What follows belongs to an exercise in optimizing a design on an open flow for a short achievable clock period and few clock cycles; a production flow would make more cautious choices. Only simulation tests tie the RTL to the original design; equivalence was not proved. Power is estimated from default activity; no workload was simulated.

==> job 2367 <==
==> flow/design.v (excerpt) <==
module bsrw (
    input             clk,
    input             rst,
    input             host_we,
    input      [2:0]  host_addr,
    input      [31:0] host_wdata,
    output            busy,
    output     [31:0] res0,
    output     [31:0] status,
    output            mem_req,
    output            mem_we,
    output     [9:0]  mem_addr,
    output     [7:0]  mem_wdata,
    input      [7:0]  mem_rdata,
    input             mem_ready,
    output            out_valid,
    output     [7:0]  out_data,
    input             out_ready
);
==> flow/config.mk <==
export PLATFORM = sky130hd
export DESIGN_NAME = bsrw
export DESIGN_NICKNAME = bsrw
export VERILOG_FILES = /design/flow/design.v
export SDC_FILE = /design/flow/constraint.sdc
export NUM_CORES = 4
export LEC_CHECK = 0
export ABC_CLOCK_PERIOD_IN_PS = 3000
export CAP_MARGIN = 35
export CORE_MARGIN = 2
export CORE_UTILIZATION = 40
export SLEW_MARGIN = 35
export TNS_END_PERCENT = 10
==> flow/constraint.sdc <==
create_clock -name core_clock -period 12.0 [get_ports {clk}]
set_input_delay 2.4000 -clock core_clock [delete_from_list [all_inputs] [get_ports {clk}]]
set_output_delay 2.4000 -clock core_clock [all_outputs]
set_load 0.01 [all_outputs]
standard.sh (not shown) runs the stock make flow with config.mk's settings and CLKGATE_MAP_FILE= SYNTH_SCRIPT=/design/flow/synth_recipe.tcl, a recipe that flattens the netlist after the stock synthesis.
==> flow/flow/run.sh <==
#!/bin/bash
# Layout flow: the standard flow (standard.sh: unchanged synthesis and
# ORFS steps, the standard flow's SDC and clock period) with two changes to how the
# layout is made:
#  - setup repair aims well below the clock period, so that the layout
#    reaches a shorter period than the constraint asks for;
#  - the port buffers that the standard flow inserts on every input and
#    output are buf_8 cells instead of the smallest buffer.
set -e
export SETUP_SLACK_MARGIN=7.8
export BUFFER_PORTS_ARGS="-buffer_cell sky130_fd_sc_hd__buf_8"
bash standard.sh > standard.log 2>&1
==> inputs of job 2418, as changes to job 2367 <==
--- a/flow/design.v
+++ b/flow/design.v
@@ -138,12 +138,19 @@
         end
     endfunction
     reg         f_ae     [0:N_CTX-1];
     reg         f_in1    [0:N_CTX-1];
     reg         f_in2    [0:N_CTX-1];
     reg         f_pmax   [0:N_CTX-1];
+    reg [15:0]  f_lmp    [0:N_CTX-1];    
+    reg [15:0]  f_lmpm1  [0:N_CTX-1];    
+    reg [13:0]  f_pp1    [0:N_CTX-1];    
+    reg [9:0]   f_addr   [0:N_CTX-1];    
+    wire [15:0] cf_lmp   [0:N_CTX-1];
+    wire [13:0] cf_pp1   [0:N_CTX-1];
+    wire [9:0]  cf_addr  [0:N_CTX-1];
     wire        cf_ae    [0:N_CTX-1];
     wire        cf_in1   [0:N_CTX-1];
     wire        pc_ae    [0:N_CTX-1];    
     wire        pc_in1   [0:N_CTX-1];    
     wire        pc_in2   [0:N_CTX-1];    
     wire [15:0] pc_lmp   [0:N_CTX-1];    
@@ -155,29 +162,32 @@
     genvar g;
     generate
         for (g = 0; g < N_CTX; g = g + 1) begin : pcx
             wire [13:0] P   = ctx_pos[g];
             wire [10:0] L   = ctx_len[g];
             wire [3:0]  K   = ctx_brib[g];
-            wire [15:0] lmp = {5'd0, L} - {2'd0, P};
+            wire [15:0] lmp = f_lmp[g];
             wire        ae  = ({3'd0, L} <= P);
-            wire [15:0] lmpm1 = {5'd0, L} + ~{2'd0, P};
-            wire [13:0] rb  = ae ? 14'd0 :
+            wire [15:0] lmpm1 = f_lmpm1[g];
+            wire [13:0] rb  = f_ae[g] ? 14'd0 :
                               K[3] ? {lmp[10:0], 3'd0} : {lmpm1[10:0], K[2:0]};
+            assign cf_lmp[g]   = {5'd0, L} - {2'd0, P};
+            assign cf_pp1[g]   = P + 14'd1;
+            assign cf_addr[g]  = ctx_base[g][9:0] + P[9:0];
             wire [14:0] adv = {1'b0, P} + {1'b0, arg0[16:3]} +
                               {14'd0, ({1'b0, arg0[2:0]} >= K)};
             assign pc_pov0[g]  = (arg0[31:17] != 15'd0) || adv[14];
             assign cf_ae[g]    = ae;
             assign cf_in1[g]   = ({3'd0, L} > (P + 14'd1)) && (P != 14'h3FFF);
             assign pc_ae[g]    = f_ae[g];
             assign pc_in1[g]   = f_in1[g];
             assign pc_in2[g]   = f_in2[g];
             assign pc_lmp[g]   = lmp;
             assign pc_rb[g]    = rb;
-            assign pc_addr[g]  = ctx_base[g][9:0] + P[9:0];
-            assign pc_pp1[g]   = P + 14'd1;
+            assign pc_addr[g]  = f_addr[g];
+            assign pc_pp1[g]   = f_pp1[g];
             assign pc_pmax[g]  = f_pmax[g];
         end
     endgenerate
     reg        any_free;
     reg [2:0]  free_idx;
     integer    k;
@@ -283,12 +293,13 @@
     reg        d_ae, d_in1, d_in2, d_pmax;
     reg [15:0] d_lmp;
     reg [13:0] d_rb;
     reg [9:0]  d_addr;
     reg [13:0] d_pos, d_pp1;
     reg [10:0] d_len;
+    reg [9:0]  d_base;
     reg [3:0]  d_brib;
     reg        d_ovw, d_povw, d_rf1, d_pov0;
     reg [3:0]  d_rs0;
     reg [7:0]  d_rmask0;
     reg [13:0] d_rdpos;
     reg [3:0]  d_rdbrib;
@@ -384,13 +395,14 @@
     reg [10:0] r_cl;
     reg        r_clz, r_cl1;
     reg [9:0]  r_faddr;
     reg [15:0] r_fql;
     reg        r_fqin, r_fqin2;
     reg [9:0]  r_dptr;
-    reg [10:0] b_rc, b_n;
+    reg [10:0] b_rc;
+    reg [13:0] b_pos1;       
     reg        b_rc1;
     reg [9:0]  b_raddr;
     reg        w_isbits, w_isbulk;
     reg [13:0] w_wp, w_wp1;
     reg [3:0]  w_wk, w_k;
     reg [9:0]  w_waddr;
@@ -540,13 +552,13 @@
                 end else begin
                     fin_mr = r_clz;
                 end
             end
             ST_RBA: begin
                 fin_wb = 1'b1;
-                fin_pos = d_pos + {3'd0, b_n};
+                fin_pos = b_pos1;
                 fin_mr = (ph == PH_WRITE) && b_rc1;
             end
             ST_WR: begin
                 fin_wb   = 1'b1;
                 fin_pos  = (ph == PH_WRITE) ? w_wp1 : w_wp;
                 fin_brib = w_wk;
@@ -583,12 +595,16 @@
                     ctx_pos[free_idx]  <= 14'd0;
                     ctx_brib[free_idx] <= 4'd8;
                     f_ae[free_idx]     <= (arg1[10:0] == 11'd0);
                     f_in1[free_idx]    <= (arg1[10:0] > 11'd1);
                     f_in2[free_idx]    <= (arg1[10:0] > 11'd2);
                     f_pmax[free_idx]   <= 1'b0;
+                    f_lmp[free_idx]    <= {5'd0, arg1[10:0]};
+                    f_lmpm1[free_idx]  <= {5'd0, arg1[10:0]} - 16'd1;
+                    f_pp1[free_idx]    <= 14'd1;
+                    f_addr[free_idx]   <= arg0[9:0];
                 end
                 d_illegal <= illegal_f(host_wdata);
                 d_invalid <= (a_opc != OP_CREATE) && (a_opc != OP_DUMP) &&
                              (host_wdata[7] || !ctx_valid[a_ci]);
                 d_create  <= (a_opc == OP_CREATE);
                 d_destroy <= (a_opc == OP_DESTROY);
@@ -613,12 +629,13 @@
                 d_pmax    <= pc_pmax[a_ci];
                 d_lmp     <= pc_lmp[a_ci];
                 d_rb      <= pc_rb[a_ci];
                 d_addr    <= pc_addr[a_ci];
                 d_pos     <= ctx_pos[a_ci];
                 d_len     <= ctx_len[a_ci];
+                d_base    <= ctx_base[a_ci][9:0];
                 d_pp1     <= pc_pp1[a_ci];
                 d_brib    <= ctx_brib[a_ci];
                 d_ovw     <= pc_ae[a_ci] || (!pc_in1[a_ci] && t_gt[a_idx]);
                 d_povw    <= pc_pmax[a_ci] && t_ge[a_idx];
                 d_pov0    <= pc_pov0[a_ci];
                 d_rf1     <= a_rd ? t_gt[a_idx] : rf1f[a_ci];
@@ -720,13 +737,13 @@
                         r_dptr    <= arg1[9:0];
                     end
                     if (d_rba) begin
                         st        <= ST_RBA;
                         ph        <= PH_INIT;
                         pend_res  <= {21'd0, rba_n};
-                        b_n       <= rba_n;
+                        b_pos1    <= d_pp1;
                         pend_brib <= d_brib;
                         b_rc      <= rba_n;
                         b_rc1     <= (rba_n == 11'd1);
                         b_raddr   <= d_addr + 10'd1;
                         r_dptr    <= arg1[9:0];
                     end
@@ -797,12 +814,13 @@
                     b_raddr <= b_raddr + 10'd1;
                     ph      <= PH_WRITE;
                 end
                 if (ph == PH_WRITE && mem_ready && !b_rc1) begin
                     b_rc   <= b_rc - 11'd1;
                     b_rc1  <= (b_rc == 11'd2);
+                    b_pos1 <= b_pos1 + 14'd1;
                     r_dptr <= r_dptr + 10'd1;
                     maddr  <= b_raddr;
                     mwe    <= 1'b0;
                     ph     <= PH_READ;
                 end
             end
@@ -955,12 +973,16 @@
                     ctx_pos[d_ci]  <= fin_pos;
                     ctx_brib[d_ci] <= fin_brib;
                     f_ae[d_ci]     <= ({3'd0, d_len} <= fin_pos);
                     f_in1[d_ci]    <= ({3'd0, d_len} > (fin_pos + 14'd1)) && (fin_pos != 14'h3FFF);
                     f_in2[d_ci]    <= ({3'd0, d_len} > (fin_pos + 14'd2)) && (fin_pos < 14'h3FFE);
                     f_pmax[d_ci]   <= (fin_pos == POS_MAX);
+                    f_lmp[d_ci]    <= {5'd0, d_len} - {2'd0, fin_pos};
+                    f_lmpm1[d_ci]  <= {5'd0, d_len} + ~{2'd0, fin_pos};
+                    f_pp1[d_ci]    <= fin_pos + 14'd1;
+                    f_addr[d_ci]   <= d_base + fin_pos[9:0];
                 end
             end else if (st == ST_DEC && !nofault) begin
                 res0_r  <= 32'd0;
                 fcode_r <= fault;
                 rstat_r <= RS_OK;
                 err_r   <= 1'b1;
==> inputs of job 9891, as changes to job 2367 <==
--- a/flow/design.v
+++ b/flow/design.v
@@ -138,12 +138,19 @@
         end
     endfunction
     reg         f_ae     [0:N_CTX-1];
     reg         f_in1    [0:N_CTX-1];
     reg         f_in2    [0:N_CTX-1];
     reg         f_pmax   [0:N_CTX-1];
+    reg [15:0]  f_lmp    [0:N_CTX-1];    
+    reg [15:0]  f_lmpm1  [0:N_CTX-1];    
+    reg [13:0]  f_pp1    [0:N_CTX-1];    
+    reg [9:0]   f_addr   [0:N_CTX-1];    
+    wire [15:0] cf_lmp   [0:N_CTX-1];
+    wire [13:0] cf_pp1   [0:N_CTX-1];
+    wire [9:0]  cf_addr  [0:N_CTX-1];
     wire        cf_ae    [0:N_CTX-1];
     wire        cf_in1   [0:N_CTX-1];
     wire        pc_ae    [0:N_CTX-1];    
     wire        pc_in1   [0:N_CTX-1];    
     wire        pc_in2   [0:N_CTX-1];    
     wire [15:0] pc_lmp   [0:N_CTX-1];    
@@ -155,29 +162,32 @@
     genvar g;
     generate
         for (g = 0; g < N_CTX; g = g + 1) begin : pcx
             wire [13:0] P   = ctx_pos[g];
             wire [10:0] L   = ctx_len[g];
             wire [3:0]  K   = ctx_brib[g];
-            wire [15:0] lmp = {5'd0, L} - {2'd0, P};
+            wire [15:0] lmp = f_lmp[g];
             wire        ae  = ({3'd0, L} <= P);
-            wire [15:0] lmpm1 = {5'd0, L} + ~{2'd0, P};
-            wire [13:0] rb  = ae ? 14'd0 :
+            wire [15:0] lmpm1 = f_lmpm1[g];
+            wire [13:0] rb  = f_ae[g] ? 14'd0 :
                               K[3] ? {lmp[10:0], 3'd0} : {lmpm1[10:0], K[2:0]};
+            assign cf_lmp[g]   = {5'd0, L} - {2'd0, P};
+            assign cf_pp1[g]   = P + 14'd1;
+            assign cf_addr[g]  = ctx_base[g][9:0] + P[9:0];
             wire [14:0] adv = {1'b0, P} + {1'b0, arg0[16:3]} +
                               {14'd0, ({1'b0, arg0[2:0]} >= K)};
             assign pc_pov0[g]  = (arg0[31:17] != 15'd0) || adv[14];
             assign cf_ae[g]    = ae;
             assign cf_in1[g]   = ({3'd0, L} > (P + 14'd1)) && (P != 14'h3FFF);
             assign pc_ae[g]    = f_ae[g];
             assign pc_in1[g]   = f_in1[g];
             assign pc_in2[g]   = f_in2[g];
             assign pc_lmp[g]   = lmp;
             assign pc_rb[g]    = rb;
-            assign pc_addr[g]  = ctx_base[g][9:0] + P[9:0];
-            assign pc_pp1[g]   = P + 14'd1;
+            assign pc_addr[g]  = f_addr[g];
+            assign pc_pp1[g]   = f_pp1[g];
             assign pc_pmax[g]  = f_pmax[g];
         end
     endgenerate
     reg        any_free;
     reg [2:0]  free_idx;
     integer    k;
@@ -283,12 +293,13 @@
     reg        d_ae, d_in1, d_in2, d_pmax;
     reg [15:0] d_lmp;
     reg [13:0] d_rb;
     reg [9:0]  d_addr;
     reg [13:0] d_pos, d_pp1;
     reg [10:0] d_len;
+    reg [9:0]  d_base;
     reg [3:0]  d_brib;
     reg        d_ovw, d_povw, d_rf1, d_pov0;
     reg [3:0]  d_rs0;
     reg [7:0]  d_rmask0;
     reg [13:0] d_rdpos;
     reg [3:0]  d_rdbrib;
@@ -384,13 +395,14 @@
     reg [10:0] r_cl;
     reg        r_clz, r_cl1;
     reg [9:0]  r_faddr;
     reg [15:0] r_fql;
     reg        r_fqin, r_fqin2;
     reg [9:0]  r_dptr;
-    reg [10:0] b_rc, b_n;
+    reg [10:0] b_rc;
+    reg [13:0] b_pos1;       
     reg        b_rc1;
     reg [9:0]  b_raddr;
     reg        w_isbits, w_isbulk;
     reg [13:0] w_wp, w_wp1;
     reg [3:0]  w_wk, w_k;
     reg [9:0]  w_waddr;
@@ -540,13 +552,13 @@
                 end else begin
                     fin_mr = r_clz;
                 end
             end
             ST_RBA: begin
                 fin_wb = 1'b1;
-                fin_pos = d_pos + {3'd0, b_n};
+                fin_pos = b_pos1;
                 fin_mr = (ph == PH_WRITE) && b_rc1;
             end
             ST_WR: begin
                 fin_wb   = 1'b1;
                 fin_pos  = (ph == PH_WRITE) ? w_wp1 : w_wp;
                 fin_brib = w_wk;
@@ -583,12 +595,16 @@
                     ctx_pos[free_idx]  <= 14'd0;
                     ctx_brib[free_idx] <= 4'd8;
                     f_ae[free_idx]     <= (arg1[10:0] == 11'd0);
                     f_in1[free_idx]    <= (arg1[10:0] > 11'd1);
                     f_in2[free_idx]    <= (arg1[10:0] > 11'd2);
                     f_pmax[free_idx]   <= 1'b0;
+                    f_lmp[free_idx]    <= {5'd0, arg1[10:0]};
+                    f_lmpm1[free_idx]  <= {5'd0, arg1[10:0]} - 16'd1;
+                    f_pp1[free_idx]    <= 14'd1;
+                    f_addr[free_idx]   <= arg0[9:0];
                 end
                 d_illegal <= illegal_f(host_wdata);
                 d_invalid <= (a_opc != OP_CREATE) && (a_opc != OP_DUMP) &&
                              (host_wdata[7] || !ctx_valid[a_ci]);
                 d_create  <= (a_opc == OP_CREATE);
                 d_destroy <= (a_opc == OP_DESTROY);
@@ -613,26 +629,23 @@
                 d_pmax    <= pc_pmax[a_ci];
                 d_lmp     <= pc_lmp[a_ci];
                 d_rb      <= pc_rb[a_ci];
                 d_addr    <= pc_addr[a_ci];
                 d_pos     <= ctx_pos[a_ci];
                 d_len     <= ctx_len[a_ci];
+                d_base    <= ctx_base[a_ci][9:0];
                 d_pp1     <= pc_pp1[a_ci];
                 d_brib    <= ctx_brib[a_ci];
                 d_ovw     <= pc_ae[a_ci] || (!pc_in1[a_ci] && t_gt[a_idx]);
                 d_povw    <= pc_pmax[a_ci] && t_ge[a_idx];
                 d_pov0    <= pc_pov0[a_ci];
                 d_rf1     <= a_rd ? t_gt[a_idx] : rf1f[a_ci];
                 d_rs0     <= (a_rd || a0lt8_c) ? (4'd8 + a_K - a_rn0) : a_K;
                 d_rmask0  <= ~(8'hFF << a_rn0);
                 d_rdpos   <= t_ge[a_idx] ? pc_pp1[a_ci] : ctx_pos[a_ci];
                 d_rdbrib  <= 4'd8 - ((4'd8 - a_K + a_W) & 4'd7);
-                mwe    <= (host_wdata == 32'h0000_2001) && cz_ok_c;
-                maddr  <= ((a_opc == OP_CREATE) || (a_opc == OP_DUMP)) ? arg0[9:0] :
-                          (a_opc == OP_WRBA) ? fa_wba[a_ci] :
-                          (a_opc == OP_WRFIELD) ? fa_wf[a_ci] : pc_addr[a_ci];
                 odata    <= "H";
                 gph      <= G_HDR;
                 gidx     <= 3'd1;
                 gcol     <= 4'd0;
                 gsub     <= 2'd0;
                 gnm1     <= (arg1[10:4] != 7'd0) ? 4'd15 : (arg1[3:0] - 4'd1);
@@ -649,12 +662,16 @@
                 fv       <= 16'd0;
                 if (host_we) begin
                     case (host_addr)
                         3'd0: begin
                             busy_r    <= 1'b1;
                             mreq   <= 1'b1;
+                            mwe    <= (host_wdata == 32'h0000_2001) && cz_ok_c;
+                            maddr  <= ((a_opc == OP_CREATE) || (a_opc == OP_DUMP)) ? arg0[9:0] :
+                                      (a_opc == OP_WRBA) ? fa_wba[a_ci] :
+                                      (a_opc == OP_WRFIELD) ? fa_wf[a_ci] : pc_addr[a_ci];
                             if ((host_wdata == 32'h0000_000D) && inr01_c) begin
                                 st       <= ST_DUMP;
                                 oval     <= 1'b1;
                                 mreq     <= (arg1[10:0] != 11'd0);
                             end else if (a_zc) begin
                                 st      <= ST_IDLE;
@@ -720,13 +737,13 @@
                         r_dptr    <= arg1[9:0];
                     end
                     if (d_rba) begin
                         st        <= ST_RBA;
                         ph        <= PH_INIT;
                         pend_res  <= {21'd0, rba_n};
-                        b_n       <= rba_n;
+                        b_pos1    <= d_pp1;
                         pend_brib <= d_brib;
                         b_rc      <= rba_n;
                         b_rc1     <= (rba_n == 11'd1);
                         b_raddr   <= d_addr + 10'd1;
                         r_dptr    <= arg1[9:0];
                     end
@@ -797,12 +814,13 @@
                     b_raddr <= b_raddr + 10'd1;
                     ph      <= PH_WRITE;
                 end
                 if (ph == PH_WRITE && mem_ready && !b_rc1) begin
                     b_rc   <= b_rc - 11'd1;
                     b_rc1  <= (b_rc == 11'd2);
+                    b_pos1 <= b_pos1 + 14'd1;
                     r_dptr <= r_dptr + 10'd1;
                     maddr  <= b_raddr;
                     mwe    <= 1'b0;
                     ph     <= PH_READ;
                 end
             end
@@ -955,12 +973,16 @@
                     ctx_pos[d_ci]  <= fin_pos;
                     ctx_brib[d_ci] <= fin_brib;
                     f_ae[d_ci]     <= ({3'd0, d_len} <= fin_pos);
                     f_in1[d_ci]    <= ({3'd0, d_len} > (fin_pos + 14'd1)) && (fin_pos != 14'h3FFF);
                     f_in2[d_ci]    <= ({3'd0, d_len} > (fin_pos + 14'd2)) && (fin_pos < 14'h3FFE);
                     f_pmax[d_ci]   <= (fin_pos == POS_MAX);
+                    f_lmp[d_ci]    <= {5'd0, d_len} - {2'd0, fin_pos};
+                    f_lmpm1[d_ci]  <= {5'd0, d_len} + ~{2'd0, fin_pos};
+                    f_pp1[d_ci]    <= fin_pos + 14'd1;
+                    f_addr[d_ci]   <= d_base + fin_pos[9:0];
                 end
             end else if (st == ST_DEC && !nofault) begin
                 res0_r  <= 32'd0;
                 fcode_r <= fault;
                 rstat_r <= RS_OK;
                 err_r   <= 1'b1;
==> comparison <==
The highest utilization belongs to job 9891, the lowest to job 2367.
The highest power belongs to job 9891, the lowest to job 2367.
Cell area: job 2367 < job 9891 < job 2418.
Of job 9891 and job 2418, job 9891 has the higher worst hold slack (gap 0.0078 ns).
Between job 2367 and job 9891, the lower flip-flop and latch count is in job 2367 (gap 413).
The lowest setup slack belongs to job 9891, the highest to job 2418.
Via count, highest first: job 2367, job 2418, job 9891.
Of job 2418 and job 9891, job 9891 has the higher critical path depth (gap 8).
Synthesized cell count, highest first: job 2367, job 2418, job 9891.
Testbench counts of job 2367, summed over its fixed seeds: cycles 29,292.
Testbench counts of job 2418, summed over its fixed seeds: cycles 29,292.
Testbench counts of job 9891, summed over its fixed seeds: cycles 29,292.

[port drivers added, routing unchanged]
No port has a modelled driver above. Below, the same layouts with a new extraction and two added sets of constraints. Step 1 sets driving cells, clkbuf_16 on the clock port and buf_2 on the other inputs (assumed; they add their load-dependent delay and slew). Step 2 moves the port delays by t, midway between the first and last clock arrival at a register: inputs arrive t later, outputs are due t later. That takes back most of the time a late clock gives input paths. a / b / c = ideal / step 1 / step 2; a / b = the first two.
| run | shift t [ns] | setup slack, ns | worst data-port slew with drivers (ns) |
|---|---|---|---|
| job 2367 | 0.925 | 7.195 / 7.120 / 6.195 | 0.34 |
| job 2418 | 0.948 | 7.297 / 7.263 / 6.315 | 0.38 |
| job 9891 | 0.941 | 7.109 / 7.132 / 6.191 | 0.32 |
After both steps setup and hold are still met in every run listed. The setup slack of job 2367, which loses most, moves by -0.075 ns with the drivers and by -1.000 ns with both steps.
